From an optimization exercise on the open Yosys and OpenROAD flow, aimed at small area, a short achievable clock period and few clock cycles; shortcuts taken in it are not production practice. The RTL was checked by simulation tests, not by an equivalence proof against the original design. Power and IR drop assume default switching activity.

### flow/run.sh
#!/bin/bash
# synth_recipe.tcl (not shown) runs the flow's synth.tcl, then flattens the netlist and writes it again
# the make line also repeats each setting of config.mk as NAME=value (left out here)
make -C /OpenROAD-flow-scripts/flow DESIGN_CONFIG=/design/flow/config.mk WORK_HOME=/design/flow/orfs CLKGATE_MAP_FILE= SYNTH_SCRIPT=/design/flow/synth_recipe.tcl finish
### flow/config.mk
export PLATFORM = sky130hd
export DESIGN_NAME = iec61937_framer
export DESIGN_NICKNAME = iec61937_framer
export VERILOG_FILES = /design/flow/design.v
export SDC_FILE = /design/flow/constraint.sdc
export NUM_CORES = 4
export LEC_CHECK = 0
export CAP_MARGIN = 20
export CORE_MARGIN = 2
export CORE_UTILIZATION = 40
export PLACE_DENSITY = 0.6
export SLEW_MARGIN = 20
### flow/constraint.sdc
create_clock -name core_clock -period 8.0 [get_ports {clk}]
set_input_delay 1.6000 -clock core_clock [delete_from_list [all_inputs] [get_ports {clk}]]
set_output_delay 1.6000 -clock core_clock [all_outputs]
set_load 0.01 [all_outputs]
### flow/design.v
module iec61937_framer (
    input             clk,
    input             rst,
    input             cmd_valid,
    output            cmd_ready,
    input      [7:0]  cmd_op,
    input      [31:0] cmd_arg,
    input      [31:0] cmd_dur,
    input      [31:0] cmd_cap,
    input             au_valid,
    output            au_ready,
    input      [7:0]  au_data,
    output            out_valid,
    input             out_ready,
    output     [7:0]  out_data,
    output            rsp_valid,
    output     [3:0]  rsp_status,
    output     [31:0] rsp_out_len,
    output            rsp_consumed,
    output            mem_we,
    output            mem_re,
    output     [18:0] mem_addr,
    output     [7:0]  mem_wdata,
    input      [7:0]  mem_rdata
);
    localparam [7:0] PRE0 = 8'hF8, PRE1 = 8'h72, PRE2 = 8'h4E, PRE3 = 8'h1F;
    localparam SPACING = 16;
    localparam SHS     = 8;
    localparam AFL     = 1024;
    localparam MAXDUR  = 4096;
    localparam FWB     = 327680;
    localparam MINSPLIT = 8;
    localparam [3:0] ST_OK = 4'd0, ST_NULL = 4'd5, ST_DUR = 4'd6, ST_BUF = 4'd7, ST_BAD = 4'd8;
    localparam [2:0] S_IDLE  = 3'd0,
                     S_EXEC  = 3'd1,
                     S_STORE = 3'd2,
                     S_PLAN  = 3'd3,
                     S_EMIT  = 3'd4,
                     S_MAINT = 3'd5,
                     S_RESP  = 3'd6;
    reg [2:0]  state;
    reg [7:0]  op;
    reg [31:0] arg;
    reg [31:0] dur;
    reg [31:0] cap;
    reg        f_open;
    reg        f_rate16;           
    reg [18:0] f_pwrite;           
    reg [18:0] f_rbase;            
    reg [2:0]  f_count;
    reg [18:0] f_len [0:4];
    reg [12:0] f_dur [0:4];
    reg [12:0] f_odur;             
    reg [31:0] f_pcm;              
    reg        f_pend;             
    reg [3:0]  r_status;
    reg        r_burst;
    reg        r_consumed;
    reg [18:0] st_cnt;
    reg [2:0]  pl_k;
    reg [20:0] pl_used;
    reg [13:0] pl_dsum;
    reg [19:0] pl_tot;
    reg [16:0] em_pos;
    reg [16:0] em_pdl;
    reg        em_split;
    reg [2:0]  em_n;
    reg [12:0] em_pd;
    reg [23:0] em_off;
    reg [2:0]  em_i;
    reg [16:0] em_pj;
    reg        em_rd;              
    wire [16:0] period   = f_rate16 ? 17'd65536 : 17'd16384;
    wire [7:0]  pc_hi    = f_rate16 ? 8'h18 : 8'h08;
    wire [16:0] a0       = period - 17'd8 - SPACING - (f_pend ? 17'd0 : SHS);
    wire [18:0] pk_len    = f_len[pl_k];
    wire [12:0] pk_dur    = f_dur[pl_k];
    wire [13:0] pk_dsum   = pl_dsum + pk_dur;
    wire [20:0] pk_used   = pl_used + pk_len + SHS;
    wire        pk_durok  = pk_dsum <= {1'b0, f_odur};
    wire        pk_fits   = pk_used <= {4'd0, a0};
    wire        pk_split  = (pl_used + SHS + MINSPLIT) <= {4'd0, a0};
    wire        pk_take   = (pl_k < f_count) && pk_durok && (pk_fits || pk_split);
    wire [16:0] pl_cap    = a0 - {11'd0, pl_k, 3'd0};
    wire        pl_split  = pl_tot > {3'd0, pl_cap};
    wire [16:0] pl_pdl    = pl_split ? pl_cap : pl_tot[16:0];
    wire [2:0]  pl_n      = pl_k - {2'd0, f_pend};
    wire [16:0] pl_x      = pl_pdl + {10'd0, pl_n + 3'd1, 3'd0};
    wire [16:0] pl_x7     = pl_x + 17'd7;
    wire [16:0] sub_end  = 17'd8 + {11'd0, em_n, 3'd0};
    wire [16:0] term_end = sub_end + 17'd8;
    wire [16:0] pay_end  = term_end + em_pdl;
    wire        in_hdr   = em_pos < 17'd8;
    wire        in_sub   = !in_hdr && em_pos < sub_end;
    wire        in_pay   = em_pos >= term_end && em_pos < pay_end;
    wire [2:0]  sb       = em_pos[2:0];
    wire [23:0] sub_len  = {5'd0, f_len[em_i]};
    reg [7:0] hdr_byte;
    always @(*) begin
        case (em_pos[2:0])
            3'd0: hdr_byte = PRE0;
            3'd1: hdr_byte = PRE1;
            3'd2: hdr_byte = PRE2;
            3'd3: hdr_byte = PRE3;
            3'd4: hdr_byte = pc_hi;
            3'd5: hdr_byte = 8'h39;
            3'd6: hdr_byte = {3'd0, em_pd[12:8]};
            default: hdr_byte = em_pd[7:0];
        endcase
    end
    reg [7:0] sub_byte;
    always @(*) begin
        case (sb)
            3'd0: sub_byte = em_off[23:16];
            3'd1: sub_byte = em_off[15:8];
            3'd2: sub_byte = em_off[7:0];
            3'd3: sub_byte = sub_len[23:16];
            3'd4: sub_byte = sub_len[15:8];
            3'd5: sub_byte = sub_len[7:0];
            3'd6: sub_byte = f_pcm[15:8];
            default: sub_byte = f_pcm[7:0];
        endcase
    end
    reg [7:0] emit_byte;
    always @(*) begin
        if (in_hdr)      emit_byte = hdr_byte;
        else if (in_sub) emit_byte = sub_byte;
        else if (in_pay) emit_byte = mem_rdata;
        else             emit_byte = 8'h00;
    end
    wire emit_show = (state == S_EMIT) && (!in_pay || em_rd);
    wire out_fire  = emit_show && out_ready;
    wire last_byte = em_pos == period - 17'd1;
    assign cmd_ready    = (state == S_IDLE);
    assign au_ready     = (state == S_STORE) && (st_cnt != arg[18:0]);
    assign out_valid    = emit_show;
    assign out_data     = emit_byte;
    assign rsp_valid    = (state == S_RESP);
    assign rsp_status   = r_status;
    assign rsp_out_len  = r_burst ? {15'd0, period} : 32'd0;
    assign rsp_consumed = r_consumed;
    assign mem_we    = au_ready && au_valid;
    assign mem_re    = (state == S_EMIT) && in_pay && !em_rd;
    assign mem_addr  = (state == S_STORE) ? (f_rbase + f_pwrite + st_cnt) : (f_rbase + em_pj[16:0]);
    assign mem_wdata = au_data;
    wire [18:0] rem_len = pl_tot[18:0] - {2'd0, em_pdl};
    reg  [18:0] nt_len [0:4];
    reg  [12:0] nt_dur [0:4];
    integer j;
    always @(*) begin
        for (j = 0; j < 5; j = j + 1) begin
            nt_len[j] = f_len[j];
            nt_dur[j] = f_dur[j];
            if (em_split) begin
                if (j == 0) begin
                    nt_len[j] = rem_len;
                    nt_dur[j] = 13'd0;
                end else if (j + pl_k - 1 < 5) begin
                    nt_len[j] = f_len[j + pl_k - 1];
                    nt_dur[j] = f_dur[j + pl_k - 1];
                end
            end else if (j + pl_k < 5) begin
                nt_len[j] = f_len[j + pl_k];
                nt_dur[j] = f_dur[j + pl_k];
            end
        end
    end
    wire [32:0] store_end = {14'd0, f_pwrite} + {1'b0, cmd_arg};
    integer i;
    always @(posedge clk) begin
        if (rst) begin
            state  <= S_IDLE;
            f_open <= 1'b0;
        end else begin
            case (state)
                S_IDLE: begin
                    if (cmd_valid) begin
                        op    <= cmd_op;
                        arg   <= cmd_arg;
                        dur   <= cmd_dur;
                        cap   <= cmd_cap;
                        state <= S_EXEC;
                    end
                end
                S_EXEC: begin
                    r_burst    <= 1'b0;
                    r_consumed <= 1'b0;
                    r_status   <= ST_OK;
                    state      <= S_RESP;
                    case (op)
                        8'h20: begin
                            if (arg == 32'd4 || arg == 32'd16) begin
                                f_open   <= 1'b1;
                                f_rate16 <= (arg == 32'd16);
                                f_pwrite <= 19'd0;
                                f_rbase  <= 19'd0;
                                f_count  <= 3'd0;
                                f_odur   <= 13'd0;
                                f_pcm    <= 32'd0;
                                f_pend   <= 1'b0;
                            end else begin
                                r_status <= ST_NULL;
                            end
                        end
                        8'h21: begin
                            if (!f_open)
                                r_status <= ST_NULL;
                            else if (dur > MAXDUR)
                                r_status <= ST_DUR;
                            else if (cap < {15'd0, period})
                                r_status <= ST_BUF;
                            else if (f_odur < AFL) begin
                                if (f_count == 3'd5 || ({14'd0, f_pwrite} + {1'b0, arg}) > FWB)
                                    r_status <= ST_BUF;
                                else begin
                                    st_cnt <= 19'd0;
                                    state  <= S_STORE;
                                end
                            end else begin
                                pl_k    <= 3'd0;
                                pl_used <= 21'd0;
                                pl_dsum <= 14'd0;
                                pl_tot  <= 20'd0;
                                state   <= S_PLAN;
                            end
                        end
                        8'h22: begin
                            f_open <= 1'b0;
                        end
                        default: begin
                            r_status <= ST_BAD;
                        end
                    endcase
                end
                S_STORE: begin
                    if (st_cnt == arg[18:0]) begin
                        f_len[f_count] <= arg[18:0];
                        f_dur[f_count] <= dur[12:0];
                        f_pwrite       <= f_pwrite + arg[18:0];
                        f_count        <= f_count + 3'd1;
                        f_odur         <= f_odur + dur[12:0];
                        r_consumed     <= 1'b1;
                        if (f_odur + dur[12:0] < AFL) begin
                            state <= S_RESP;
                        end else begin
                            pl_k    <= 3'd0;
                            pl_used <= 21'd0;
                            pl_dsum <= 14'd0;
                            pl_tot  <= 20'd0;
                            state   <= S_PLAN;
                        end
                    end else if (au_valid) begin
                        st_cnt <= st_cnt + 19'd1;
                    end
                end
                S_PLAN: begin
                    if (pk_take && !(pl_used > {4'd0, a0})) begin
                        pl_k    <= pl_k + 3'd1;
                        pl_used <= pk_used;
                        pl_dsum <= pk_dsum;
                        pl_tot  <= pl_tot + {1'b0, pk_len};
                    end else if (pl_k == 3'd0 && r_consumed) begin
                        state <= S_RESP;
                    end else begin
                        em_pos   <= 17'd0;
                        em_pdl   <= pl_pdl;
                        em_split <= pl_split;
                        em_n     <= pl_n;
                        em_pd    <= pl_x7[15:3];
                        em_off   <= {7'd0, 17'd8 + {11'd0, pl_n + 3'd1, 3'd0}}
                                    + (f_pend ? {5'd0, f_len[0]} : 24'd0);
                        em_i     <= {2'd0, f_pend};
                        em_pj    <= 17'd0;
                        em_rd    <= 1'b0;
                        state    <= S_EMIT;
                    end
                end
                S_EMIT: begin
                    if (mem_re)
                        em_rd <= 1'b1;
                    if (out_fire) begin
                        em_pos <= em_pos + 17'd1;
                        if (in_pay) begin
                            em_pj <= em_pj + 17'd1;
                            em_rd <= 1'b0;
                        end
                        if (in_sub && sb == 3'd7) begin
                            em_off <= em_off + sub_len;
                            f_pcm  <= f_pcm + {19'd0, f_dur[em_i]};
                            em_i   <= em_i + 3'd1;
                        end
                        if (last_byte)
                            state <= S_MAINT;
                    end
                end
                S_MAINT: begin
                    for (i = 0; i < 5; i = i + 1) begin
                        f_len[i] <= nt_len[i];
                        f_dur[i] <= nt_dur[i];
                    end
                    f_count  <= em_split ? (f_count - pl_k + 3'd1) : (f_count - pl_k);
                    f_pend   <= em_split;
                    f_pwrite <= f_pwrite - {2'd0, em_pdl};
                    f_rbase  <= f_rbase + {2'd0, em_pdl};
                    f_odur   <= f_odur - AFL;
                    f_pcm    <= f_pcm - AFL;
                    r_burst  <= 1'b1;
                    state    <= S_RESP;
                end
                S_RESP: begin
                    state <= S_IDLE;
                end
                default: state <= S_IDLE;
            endcase
        end
    end
endmodule
==> impl_metrics.csv <==
group,metric,value,unit
sta,tns,0,ns
route,avgRoutedWirePerCell,25.72,um
global_route,grt_usage,0.2672,
power,pwr-share-seq,0.275,
yosys,synth_cell_types,97,
place,numPortBuffers,142,
clocking,root_buffer,"clkbuf_16",
layout,syn2layout_area_growth,11.10,%
worst_setup_path,crit_slowest_cell,"clkdlybuf4s50_1",
clocking,cts_buffers,77,
yosys,yosys.area.top_type,"edfxtp_1",
clocking,tritoncts,"built",
yosys,yosysMostFrequentCell,"edfxtp_1",
worst_setup_path,critical_path_class,"reg -> out",
place,hpwl,126600,um
place,dpl.cell_count,7046,
global_route,grt_pass1_wl,274500,um
worst_setup_path,crit_arrival,5.88,ns
yosys,synth-seq-area-share,0.3422,
power,comb_power_share,0.483,
route,drc,0,
global_route,antenna_found_initial,7,
global_route,grt_pass1_vias,43035,
yosys,ys_top_cells_by_area,"edfxtp_1, mux4_2, ha_1",
power,switching_share,0.4097,
layout,final_layout_size_suffix_gt1_frac,0.1211,
place,gp_congestion,0.9421,
layout,instances_no_fill,7189,
worst_setup_path,endpoint_kind,"output port",
worst_setup_path,cp-start-kind,"flop",
route,drtIter0Drc,5362,
sta,worst_slew_margin_rel,0.2742,
route,via_per_inst,6.254,
worst_setup_path,path_cells,"inv_1 > ha_1 > xor2_1 > inv_1 > fa_1 > inv_1 > a21oi_1 > o21bai_1 > a21o_1 > nor2b_1 > nand2_1 > xnor2_1 > ha_1 > a21o_1 > a21o_1 > a221oi_1 > o221ai_1 > o21bai_2 > nor2_1 > a22oi_1 > a21oi_1 > clkdlybuf4s50_1",
worst_setup_path,path_buf_inv,4,
job,cap_violations,0,
power,p_clk_frac,0.241,
worst_setup_path,critPathRequiredTime,6.40,ns
power,p_leak,22.01,nW
route,drtAntennaViolNets,0,
sta,whs,0.5444,ns
clocking,cts_buffer_depth,3,
worst_hold_path,hold_depth,2,
die,rows,133,
die,die_x,367.9,um
layout,multiInputGateArea,32820,sq um
yosys,synth_warnings,3,
worst_setup_path,worst_path_largest_cell_delay,0.56,ns
outcome,outcome,"no timing/DRC/antenna violations",
die,coreArea,131500,sq um
clocking,clk_pin_slew_worst_paths,0.06,ns
die,io_pins,203,
yosys,ys_top_cells_by_count,"edfxtp_1, nand2_1, o21ai_0",
worst_setup_path,crit_family,"compound AO/OA/AOI/OAI gates",
worst_setup_path,r2r_setup_slack,0.93,ns
sta,drv_slew,0,
power,vdd_ir_drop_max,0.1764,mV
layout,final-seq-area,18140,sq um
yosys,ys.flop_type,"edfxtp_1",
sta,grt_setup_unrepaired,"no",
sta,worst_pin_slew,1.080,ns
die,die_area,135300,sq um
global_route,globalRouteOverflowTotal,0,
clocking,cts.sinks,607,
clocking,cts_max_level,3,
route,vias,44962,
clocking,post_cts.repair.setup_buffers,0,
yosys,synth-edff-count,597,
route,drt-total-wl,184900,um
power,netSwitchingPower,6.349,mW
sta,setup_violations,0,
yosys,avgSynthCellArea,9.814,sq um
worst_setup_path,path_max_fanout,11,
route,firstDrtPassIters,6,
sta,fmax,133.7,MHz
yosys,synth_top_area_frac,0.3385,
layout,nets,5859,
layout,fillers,12425,
power,cell_internal_pwr,9.148,mW
worst_setup_path,reg2reg_depth,26,
yosys,syn_inst,5397,
die,start_util,0.4029,
global_route,grt_max_degree,120,
sta,min_period_over_period,0.9347,
worst_hold_path,hold_class,"reg -> reg",
sta,hold_violations,0,
yosys,async_flop_share,0,
yosys,syn_area,52970,sq um
die,die_h,367.9,um
sta,fin_worst_skew,0.02349,ns
worst_hold_path,hold_path.startpoint,"em_i[1]",
clocking,clk-insertion-delay-late,0.68,ns
sta,fin_crit,7.477,ns
yosys,ys_ff_latch,607,
power,power_density,263.4,nW/um^2
[final cells by class]
class,instances,share of cell area
Antenna cell,2,0.00008505
Clock buffer,99,0.03540
Clock inverter,42,0.009122
Inverter,241,0.01537
Multi-Input combinational cell,4213,0.5577
Sequential cell,607,0.3083
Tap cell,1755,0.03732
Timing Repair Buffer,230,0.03666
[cells by family after synthesis]
group	count (synthesis)	synth area share
muxes	619	0.1770
and+or+nand+nor	1613	0.1429
buffers and inverters	607	0.04616
DFF	607	0.3422
adders and majority gates	364	0.09080
xor gates and xnor gates	271	0.04481
AOI/OAI and AO/OA	1315	0.1560
other	1	0.00007080
[per-layer routing]
layer	vias to the layer above	track usage	wire (um)
met4	2	0.1436	10380
met1	21909	0.3444	73000
li1	20206	-	-
met5	-	0	11
met2	2370	0.4259	84340
met3	475	0.04837	17140
[placed cells by master, fill, tap and decap left out, types with 142 or more instances in the layout]
master / instances
mux4_2: 242
xnor2_1: 153
ha_1: 327
nor2_1: 399
inv_1: 234
a21oi_1: 302
mux2i_1: 263
nand2_1: 527
edfxtp_1: 597
o21ai_0: 488
clkdlybuf4s50_1: 142
[power groups by stage]
| stage | combinational, mW | clock, mW | sequential (mW) |
|---|---|---|---|
| 2_1_floorplan | 5.39 | 0 | 4.10 |
| 3_3_place_gp | 7.24 | 0 | 4.32 |
| 3_5_place_dp | 7.33 | 0 | 4.33 |
| 4_1_cts | 7.37 | 3.79 | 4.26 |
| 5_1_grt | 8.14 | 3.90 | 4.29 |
| 6_report | 7.49 | 3.74 | 4.27 |
[metrics by stage]
stage	instance area [sq um]	utilization	setup slack, ns	total power [mW]
floorplan	53090	-	0.1163	9.491
global placement	56210	0.4276	1.019	11.56
detailed placement	56220	0.4276	0.9715	11.65
CTS	58840	0.4475	0.1912	15.42
global route	58840	0.4476	0.05883	16.34
finish	58850	0.4476	0.5227	15.50
[what timing repair did]
| action | 4_1_cts | 5_1_grt |
|---|---|---|
| endpoints found under the setup margin | 0 | 9 |
| gates resized for setup | 0 | 1 |
| hold endpoints to repair | 0 | 0 |
| hold buffers | 0 | 0 |
[flip-flops by register name, summed over array words and instances (netlist names), 8 cells and up, named ones only]
| register | cells |
|---|---|
| f_len | 152 |
| arg | 32 |
| f_dur | 104 |
| op | 8 |
| dur | 32 |
| f_odur | 13 |
| f_rbase | 19 |
| pl_used | 21 |
| em_pos | 17 |
| em_off | 24 |
| pl_tot | 20 |
| em_pdl | 17 |
| f_pwrite | 19 |
| pl_dsum | 14 |
| f_pcm | 16 |
| cap | 18 |
| st_cnt | 19 |
| em_pd | 13 |
| em_pj | 17 |
[tightest hold or removal path, cell delays in order, from the launching register on]
cell and delay (ns):
edfxtp_1 0.36, inv_1 0.05, o2bb2ai_1 0.10
[worst max-delay path by stage]
stage            start     endpoint  cells past startpoint
2_1_floorplan     flop         flop                     22
3_5_place_dp   em_n[0]  out_data[4]                     22
3_3_place_gp   em_n[0]  out_data[4]                     22
5_1_grt        em_n[0]  out_data[4]                     22
4_1_cts        em_n[0]  out_data[4]                     22
6_report       em_n[0]  out_data[4]                     22
Testbench counts, summed over its fixed seeds: cycles 5,856,895.

-- port drivers added, routing unchanged --
The results above use ideal ports. As a check the final layout listed here was re-extracted and re-timed, cells and wires unchanged. Step 1: set_driving_cell puts a clkbuf_16 on clk and a buf_2 on each other input, an assumption about the parent block. Step 2 moves the port delays by t, midway between the first and last clock arrival at a register: inputs arrive t later, outputs are due t later. That takes back most of the time a late clock gives input paths. Slacks: ideal / step 1 / step 2; pairs: ideal / step 1.
t (ns): 0.746
setup slack, ns: 0.523 / 0.447 / 0.934
latest minus earliest clock arrival (ns): 0.025 / 0.025
After both steps setup and hold are still met in this run. The setup slack of this run moves by -0.076 ns with the drivers and by +0.411 ns with both steps.
